What follows belongs to an exercise in optimizing a design on an open flow for small area, a short achievable clock period and few clock cycles; a production flow would make more cautious choices. Function was checked by simulation only, so behaviour that the tests miss may differ from the original.

==> run a: inputs <==
==> flow/design.v (excerpt) <==
module ssdv_huffdec(clk, rst, in_valid, in_ready, in_start, in_byte, out_valid, out_ready, out_kind, out_comp, out_k, out_val);
clock: 8.0 ns
lec_check: 0
abc_area: 1
cap_margin: 20
core_margin: 2
core_utilization: 45
cts_buf_list: sky130_fd_sc_hd__clkbuf_4 sky130_fd_sc_hd__clkbuf_8
gpl_timing_driven: 0
place_density: 0.6
setup_slack_margin: 1.2
slew_margin: 20
synth_memory_max_bits: 65536
run.sh (not shown) runs the stock make flow with config.mk's settings and CLKGATE_MAP_FILE= SYNTH_SCRIPT=/design/flow/synth_recipe.tcl, a recipe that flattens the netlist after the stock synthesis.
==> run b (differences from run a) <==
- CORE_UTILIZATION: 45 -> 50
- GPL_TIMING_DRIVEN: 0 -> not set
- PLACE_DENSITY: 0.6 -> 0.65
==> run c (differences from run a) <==
- GPL_TIMING_DRIVEN: 0 -> not set
- SETUP_SLACK_MARGIN: 1.2 -> 1.0
==> qor summary <==
| metric | run b | run a | run c |
|---|---|---|---|
| Outcome | timing/DRC/antenna clean | timing/DRC/antenna clean | timing/DRC/antenna clean |
| Non-Filler Instances | 1836 | 1897 | 1861 |
| Fin crit period | 6.48 ns | 6.54 ns | 6.48 ns |
| Maximum cell stage delay along the critical path | 0.56 ns | 0.36 ns | 0.42 ns |
| Total wire length after detailed routing | 35500 µm | 36200 µm | 35300 µm |
| Clock-cell share of area | 0.0190 | 0.0180 | 0.0187 |
| Initial Util | 0.507 | 0.463 | 0.463 |
| Post-placement setup slack | 0.644 ns | -0.413 ns | 0.422 ns |
| Width of the die | 141 µm | 149 µm | 149 µm |
| End of the worst register-to-register path | out_raw[8] | k[1] | k[1] |
| Part of the cycle the worst path needs | 0.810 | 0.817 | 0.810 |
| Initial DRT Pass Iterations | 8 | 6 | 8 |
| GR Layer Usage met3 | 0.0530 | 0.0521 | 0.0693 |
| Non-clock buffers | 98 | 129 | 90 |
| Number of tap cells added at floorplan | 234 | 270 | 270 |
| Placed cell area | 0.00991 mm² | 0.0101 mm² | 0.00993 mm² |
| Worst rel slew slack | 0.281 | 0.322 | 0.322 |
| FP Rows | 50 | 52 | 52 |
Testbench counts of run a, summed over its fixed seeds: cycles 11,360.
Testbench counts of run b, summed over its fixed seeds: cycles 11,360.
Testbench counts of run c, summed over its fixed seeds: cycles 11,360.


==> inputs of trial 56 <==
Another version of the RTL of ssdv_huffdec (not shown whole).
==> module ssdv_huffdec, before the edit <==
module ssdv_huffdec (
    input  wire        clk,
    input  wire        rst,
    input  wire        in_valid,
    output wire        in_ready,
    input  wire        in_start,
    input  wire [7:0]  in_byte,
    output reg         out_valid,
    input  wire        out_ready,
    output reg  [1:0]  out_kind,
    output reg  [1:0]  out_comp,
    output reg  [5:0]  out_k,
    output wire [11:0] out_val
);
    localparam K_DC = 2'd0, K_AC = 2'd1, K_END = 2'd2;
    reg  [36:0] acc;
    reg  [5:0]  cnt;         
    reg         pend;        
    reg  [1:0]  pmode;
    reg  [1:0]  mode;        
    reg  [1:0]  comp;        
    reg  [1:0]  ycnt;        
    reg         dc;          
    reg  [5:0]  k;           
    reg         endq;        
    assign in_ready = !pend && (cnt <= 6'd29);
    wire take = in_valid && in_ready;
    wire [62:0] ext = {acc, 26'd0};
    wire [25:0] win = ext[cnt +: 26];
    wire [4:0]  n;
    wire [3:0]  run, size;
    ssdv_huff_dec u_dec (.tsel({!dc, comp != 2'd0}), .w(win[25:10]),
                         .n(n), .run(run), .size(size));
    wire        have    = ({1'b0, n} <= cnt);
    wire        out_free = !out_valid || out_ready;
    wire        fire    = have && out_free && !endq;
    wire        apply_start = pend && !have && !endq;
    wire [36:0] mshift = {11'd0, win} << n;
    wire [10:0] mask   = ~(11'h7ff << size);
    wire [10:0] mb     = mshift[36:26] & mask;
    wire        mneg   = (size != 4'd0) && !(|(mb & ~(mask >> 1)));
    wire [11:0] mraw   = mneg ? {1'b1, mb | ~mask} : {1'b0, mb};
    reg  [11:0] out_raw;
    reg         out_neg;
    assign out_val = out_raw + {11'd0, out_neg};
    wire        is_eob = !dc && (size == 4'd0) && (run == 4'd0);
    wire        is_zrl = !dc && (size == 4'd0) && (run == 4'd15);
    wire [5:0]  pos    = k + {2'd0, run};
    wire [6:0]  k16    = {1'b0, k} + 7'd16;
    wire        last_y = (mode == 2'd0) ? (ycnt == 2'd3) :
                         (mode == 2'd3) ? 1'b1 : (ycnt == 2'd1);
    wire [1:0]  comp_nb = (comp == 2'd0) ? (last_y ? 2'd1 : 2'd0) :
                          (comp == 2'd1) ? 2'd2 : 2'd0;
    wire [1:0]  ycnt_nb = (comp == 2'd0) ? ycnt + 2'd1 : 2'd0;
    wire [5:0]  cnt_b   = cnt + ((take && !in_start) ? 6'd8 : 6'd0);
    wire [5:0]  cnt_nx  = fire ? cnt_b - {1'b0, n} : cnt_b;
    always @(posedge clk) begin
        if (rst) begin
            cnt       <= 6'd0;
            pend      <= 1'b0;
            mode      <= 2'd0;
            comp      <= 2'd0;
            ycnt      <= 2'd0;
            dc        <= 1'b1;
            k         <= 6'd1;
            endq      <= 1'b0;
            out_valid <= 1'b0;
        end else begin
            if (take) begin
                if (in_start) begin
                    pend  <= 1'b1;
                    pmode <= in_byte[1:0];
                end else begin
                    acc <= {acc[28:0], in_byte};
                end
            end
            if (apply_start) begin
                cnt  <= take && !in_start ? 6'd8 : 6'd0;
                pend <= 1'b0;
                mode <= pmode;
                comp <= 2'd0;
                ycnt <= 2'd0;
                dc   <= 1'b1;
                k    <= 6'd1;
            end else begin
                cnt <= cnt_nx;
            end
            if (out_valid && out_ready) out_valid <= 1'b0;
            if (endq && out_free) begin
                out_valid <= 1'b1;
                out_kind  <= K_END;
                out_k     <= 6'd0;
                out_raw   <= 12'd0;
                out_neg   <= 1'b0;
                endq      <= 1'b0;
            end
            if (fire) begin
                if (dc) begin
                    out_valid <= 1'b1;
                    out_kind  <= K_DC;
                    out_comp  <= comp;
                    out_k     <= 6'd0;
                    out_raw   <= mraw;
                    out_neg   <= mneg;
                    dc        <= 1'b0;
                    k         <= 6'd1;
                end else if (is_eob || (is_zrl && k16[6])) begin
                    out_valid <= 1'b1;
                    out_kind  <= K_END;
                    out_comp  <= comp;
                    out_k     <= 6'd0;
                    out_raw   <= 12'd0;
                out_neg   <= 1'b0;
                    dc        <= 1'b1;
                    comp      <= comp_nb;
                    ycnt      <= ycnt_nb;
                end else if (is_zrl) begin
                    k <= k16[5:0];
                end else begin
                    out_valid <= 1'b1;
                    out_kind  <= K_AC;
                    out_comp  <= comp;
                    out_k     <= pos;
                    out_raw   <= mraw;
                    out_neg   <= mneg;
                    k         <= pos + 6'd1;
                    if (pos == 6'd63) begin
                        endq <= 1'b1;
                        dc   <= 1'b1;
                        comp <= comp_nb;
                        ycnt <= ycnt_nb;
                    end
                end
            end
        end
    end
endmodule
Settings: LEC_CHECK=0, ABC_AREA=1, CAP_MARGIN=20, CORE_MARGIN=2, CORE_UTILIZATION=45, CTS_BUF_LIST=sky130_fd_sc_hd__clkbuf_4 sky130_fd_sc_hd__clkbuf_8, PLACE_DENSITY=0.6, SLEW_MARGIN=20, SYNTH_MEMORY_MAX_BITS=65536; clock period 8.0 ns.
==> build 19 (differences from trial 56) <==
--- a/flow/design.v
+++ b/flow/design.v
@@ -1335,7 +1335,7 @@
     output reg  [1:0]  out_kind,
     output reg  [1:0]  out_comp,
     output reg  [5:0]  out_k,
-    output wire [11:0] out_val
+    output reg  [11:0] out_val
 );
     localparam K_DC = 2'd0, K_AC = 2'd1, K_END = 2'd2;
     reg  [36:0] acc;
@@ -1360,14 +1360,12 @@
     wire        out_free = !out_valid || out_ready;
     wire        fire    = have && out_free && !endq;
     wire        apply_start = pend && !have && !endq;
-    wire [36:0] mshift = {11'd0, win} << n;
+    wire [25:0] mshift = win >> (5'd26 - n);
     wire [10:0] mask   = ~(11'h7ff << size);
-    wire [10:0] mb     = mshift[36:26] & mask;
-    wire        mneg   = (size != 4'd0) && !(|(mb & ~(mask >> 1)));
-    wire [11:0] mraw   = mneg ? {1'b1, mb | ~mask} : {1'b0, mb};
-    reg  [11:0] out_raw;
-    reg         out_neg;
-    assign out_val = out_raw + {11'd0, out_neg};
+    wire [10:0] mb     = mshift[10:0] & mask;
+    wire        mpos   = |(mb & ~(mask >> 1));    
+    wire [11:0] mval   = (size == 4'd0) ? 12'd0 :
+                         mpos ? {1'b0, mb} : ({1'b1, mb | ~mask} + 12'd1);
     wire        is_eob = !dc && (size == 4'd0) && (run == 4'd0);
     wire        is_zrl = !dc && (size == 4'd0) && (run == 4'd15);
     wire [5:0]  pos    = k + {2'd0, run};
@@ -1377,8 +1375,7 @@
     wire [1:0]  comp_nb = (comp == 2'd0) ? (last_y ? 2'd1 : 2'd0) :
                           (comp == 2'd1) ? 2'd2 : 2'd0;
     wire [1:0]  ycnt_nb = (comp == 2'd0) ? ycnt + 2'd1 : 2'd0;
-    wire [5:0]  cnt_b   = cnt + ((take && !in_start) ? 6'd8 : 6'd0);
-    wire [5:0]  cnt_nx  = fire ? cnt_b - {1'b0, n} : cnt_b;
+    wire [5:0]  cnt_dec = fire ? cnt - {1'b0, n} : cnt;
     always @(posedge clk) begin
         if (rst) begin
             cnt       <= 6'd0;
@@ -1408,15 +1405,14 @@
                 dc   <= 1'b1;
                 k    <= 6'd1;
             end else begin
-                cnt <= cnt_nx;
+                cnt <= cnt_dec + ((take && !in_start) ? 6'd8 : 6'd0);
             end
             if (out_valid && out_ready) out_valid <= 1'b0;
             if (endq && out_free) begin
                 out_valid <= 1'b1;
                 out_kind  <= K_END;
                 out_k     <= 6'd0;
-                out_raw   <= 12'd0;
-                out_neg   <= 1'b0;
+                out_val   <= 12'd0;
                 endq      <= 1'b0;
             end
             if (fire) begin
@@ -1425,8 +1421,7 @@
                     out_kind  <= K_DC;
                     out_comp  <= comp;
                     out_k     <= 6'd0;
-                    out_raw   <= mraw;
-                    out_neg   <= mneg;
+                    out_val   <= mval;
                     dc        <= 1'b0;
                     k         <= 6'd1;
                 end else if (is_eob || (is_zrl && k16[6])) begin
@@ -1434,8 +1429,7 @@
                     out_kind  <= K_END;
                     out_comp  <= comp;
                     out_k     <= 6'd0;
-                    out_raw   <= 12'd0;
-                out_neg   <= 1'b0;
+                    out_val   <= 12'd0;
                     dc        <= 1'b1;
                     comp      <= comp_nb;
                     ycnt      <= ycnt_nb;
@@ -1446,8 +1440,7 @@
                     out_kind  <= K_AC;
                     out_comp  <= comp;
                     out_k     <= pos;
-                    out_raw   <= mraw;
-                    out_neg   <= mneg;
+                    out_val   <= mval;
                     k         <= pos + 6'd1;
                     if (pos == 6'd63) begin
                         endq <= 1'b1;
- CORE_UTILIZATION: 45 -> 60
- PLACE_DENSITY: 0.6 -> 0.75
==> build 42 (differences from trial 56) <==
--- a/flow/design.v
+++ b/flow/design.v
@@ -1335,7 +1335,7 @@
     output reg  [1:0]  out_kind,
     output reg  [1:0]  out_comp,
     output reg  [5:0]  out_k,
-    output wire [11:0] out_val
+    output reg  [11:0] out_val
 );
     localparam K_DC = 2'd0, K_AC = 2'd1, K_END = 2'd2;
     reg  [36:0] acc;
@@ -1360,14 +1360,12 @@
     wire        out_free = !out_valid || out_ready;
     wire        fire    = have && out_free && !endq;
     wire        apply_start = pend && !have && !endq;
-    wire [36:0] mshift = {11'd0, win} << n;
+    wire [25:0] mshift = win >> (5'd26 - n);
     wire [10:0] mask   = ~(11'h7ff << size);
-    wire [10:0] mb     = mshift[36:26] & mask;
-    wire        mneg   = (size != 4'd0) && !(|(mb & ~(mask >> 1)));
-    wire [11:0] mraw   = mneg ? {1'b1, mb | ~mask} : {1'b0, mb};
-    reg  [11:0] out_raw;
-    reg         out_neg;
-    assign out_val = out_raw + {11'd0, out_neg};
+    wire [10:0] mb     = mshift[10:0] & mask;
+    wire        mpos   = |(mb & ~(mask >> 1));    
+    wire [11:0] mval   = (size == 4'd0) ? 12'd0 :
+                         mpos ? {1'b0, mb} : ({1'b1, mb | ~mask} + 12'd1);
     wire        is_eob = !dc && (size == 4'd0) && (run == 4'd0);
     wire        is_zrl = !dc && (size == 4'd0) && (run == 4'd15);
     wire [5:0]  pos    = k + {2'd0, run};
@@ -1377,8 +1375,7 @@
     wire [1:0]  comp_nb = (comp == 2'd0) ? (last_y ? 2'd1 : 2'd0) :
                           (comp == 2'd1) ? 2'd2 : 2'd0;
     wire [1:0]  ycnt_nb = (comp == 2'd0) ? ycnt + 2'd1 : 2'd0;
-    wire [5:0]  cnt_b   = cnt + ((take && !in_start) ? 6'd8 : 6'd0);
-    wire [5:0]  cnt_nx  = fire ? cnt_b - {1'b0, n} : cnt_b;
+    wire [5:0]  cnt_dec = fire ? cnt - {1'b0, n} : cnt;
     always @(posedge clk) begin
         if (rst) begin
             cnt       <= 6'd0;
@@ -1408,15 +1405,14 @@
                 dc   <= 1'b1;
                 k    <= 6'd1;
             end else begin
-                cnt <= cnt_nx;
+                cnt <= cnt_dec + ((take && !in_start) ? 6'd8 : 6'd0);
             end
             if (out_valid && out_ready) out_valid <= 1'b0;
             if (endq && out_free) begin
                 out_valid <= 1'b1;
                 out_kind  <= K_END;
                 out_k     <= 6'd0;
-                out_raw   <= 12'd0;
-                out_neg   <= 1'b0;
+                out_val   <= 12'd0;
                 endq      <= 1'b0;
             end
             if (fire) begin
@@ -1425,8 +1421,7 @@
                     out_kind  <= K_DC;
                     out_comp  <= comp;
                     out_k     <= 6'd0;
-                    out_raw   <= mraw;
-                    out_neg   <= mneg;
+                    out_val   <= mval;
                     dc        <= 1'b0;
                     k         <= 6'd1;
                 end else if (is_eob || (is_zrl && k16[6])) begin
@@ -1434,8 +1429,7 @@
                     out_kind  <= K_END;
                     out_comp  <= comp;
                     out_k     <= 6'd0;
-                    out_raw   <= 12'd0;
-                out_neg   <= 1'b0;
+                    out_val   <= 12'd0;
                     dc        <= 1'b1;
                     comp      <= comp_nb;
                     ycnt      <= ycnt_nb;
@@ -1446,8 +1440,7 @@
                     out_kind  <= K_AC;
                     out_comp  <= comp;
                     out_k     <= pos;
-                    out_raw   <= mraw;
-                    out_neg   <= mneg;
+                    out_val   <= mval;
                     k         <= pos + 6'd1;
                     if (pos == 6'd63) begin
                         endq <= 1'b1;
- CORE_UTILIZATION: 45 -> 40
- CTS_BUF_LIST: sky130_fd_sc_hd__clkbuf_4 sky130_fd_sc_hd__clkbuf_8 -> default
==> build 94 (differences from trial 56) <==
--- a/flow/design.v
+++ b/flow/design.v
@@ -1371,6 +1371,9 @@
     wire        is_eob = !dc && (size == 4'd0) && (run == 4'd0);
     wire        is_zrl = !dc && (size == 4'd0) && (run == 4'd15);
     wire [5:0]  pos    = k + {2'd0, run};
+    wire [5:0]  kp1    = k + 6'd1;
+    wire [5:0]  pos1   = kp1 + {2'd0, run};              
+    wire        pos63  = (k[5:4] == 2'b11) && (run == ~k[3:0]);    
     wire [6:0]  k16    = {1'b0, k} + 7'd16;
     wire        last_y = (mode == 2'd0) ? (ycnt == 2'd3) :
                          (mode == 2'd3) ? 1'b1 : (ycnt == 2'd1);
@@ -1448,8 +1451,8 @@
                     out_k     <= pos;
                     out_raw   <= mraw;
                     out_neg   <= mneg;
-                    k         <= pos + 6'd1;
-                    if (pos == 6'd63) begin
+                    k         <= pos1;
+                    if (pos63) begin
                         endq <= 1'b1;
                         dc   <= 1'b1;
                         comp <= comp_nb;
==> qor summary <==
|  | build 19 | build 42 | trial 56 | build 94 |
|---|---|---|---|---|
| Outcome | finished clean | finished clean | finished clean | finished clean |
| Routed length on met3 | 5.15 mm | 3.16 mm | 3.33 mm | 3.28 mm |
| DRT Wirelength | 41.8 mm | 43.4 mm | 44.2 mm | 45.2 mm |
| Gp weighted congestion | 1.03 | 1.04 | 0.978 | 1.00 |
| DRT iter0 DRCs | 2,075 | 1,661 | 1,748 | 1,766 |
| Sequential cell count | 83 | 83 | 84 | 84 |
| Met1 wire length | 16.5 mm | 19.3 mm | 18.6 mm | 19.6 mm |
| Footprint of the multi-input gates | 0.00806 mm2 | 0.00806 mm2 | 0.00808 mm2 | 0.00833 mm2 |
| Min cycle time layout | 7270 ps | 7190 ps | 6970 ps | 6800 ps |
| Post-synthesis simple-gate area fraction | 56.0% | 56.0% | 56.3% | 55.7% |
| Hold depth | 2 | 2 | 0 | 2 |
| Most prevalent standard cell on the critical path | nand2_1 | nand2_1 | nand2_1 | - |
| Detailed Routing Iterations Pass 1 | 12 | 7 | 8 | 8 |
| Relative slew margins | 31.4% | 38.8% | 31.8% | 28.2% |
| Instance count of the mapped netlist | 1,953 | 1,953 | 2,002 | 2,018 |
| Global-route met1 utilization | 57.2% | 40.0% | 44.1% | 44.0% |
| Upper clock frequency limit | 137 MHz | 139 MHz | 143 MHz | 147 MHz |
| CP max-delay cell | inv_2 | dfxtp_1 | dfxtp_1 | nor2_1 |
| Relative area of non-clock buffer cells in the final design | 4.10% | 4.28% | 4.60% | 4.05% |
| Fraction of synthesized cell area taken by the top area cell type | 20.5% | 20.5% | 21.3% | 20.3% |
Testbench counts of trial 56, summed over its fixed seeds: cycles 11,360.
Testbench counts of build 19, summed over its fixed seeds: cycles 11,360.
Testbench counts of build 42, summed over its fixed seeds: cycles 11,360.
Testbench counts of build 94, summed over its fixed seeds: cycles 11,360.

## afterwards: timing with drivers on the ports
Ports are ideal in the flow. The routed layouts listed here were re-timed in OpenROAD.
Step 1: set_driving_cell puts a clkbuf_16 on clk and a buf_2 on each other input, an assumption about the parent block.
Step 2 moves the port delays by t, midway between the first and last clock arrival at a register: inputs arrive t later, outputs are due t later. That takes back most of the time a late clock gives input paths.
a / b / c = ideal / step 1 / step 2; a / b = the first two.
run	shift t [ns]	setup WS [ns]	worst setup path at the end
run a	0.429	1.464 / 1.464 / 1.464	register to register
run b	0.435	1.521 / 1.521 / 1.521	register to register
run c	0.433	1.521 / 1.521 / 1.521	register to register
trial 56	0.400	1.030 / 1.030 / 1.030	register to register
build 19	0.426	0.725 / 0.725 / 0.725	register to register
build 42	0.405	0.808 / 0.808 / 0.808	register to register
build 94	0.423	1.199 / 1.199 / 1.199	register to register
After both steps every run listed still meets setup and hold.
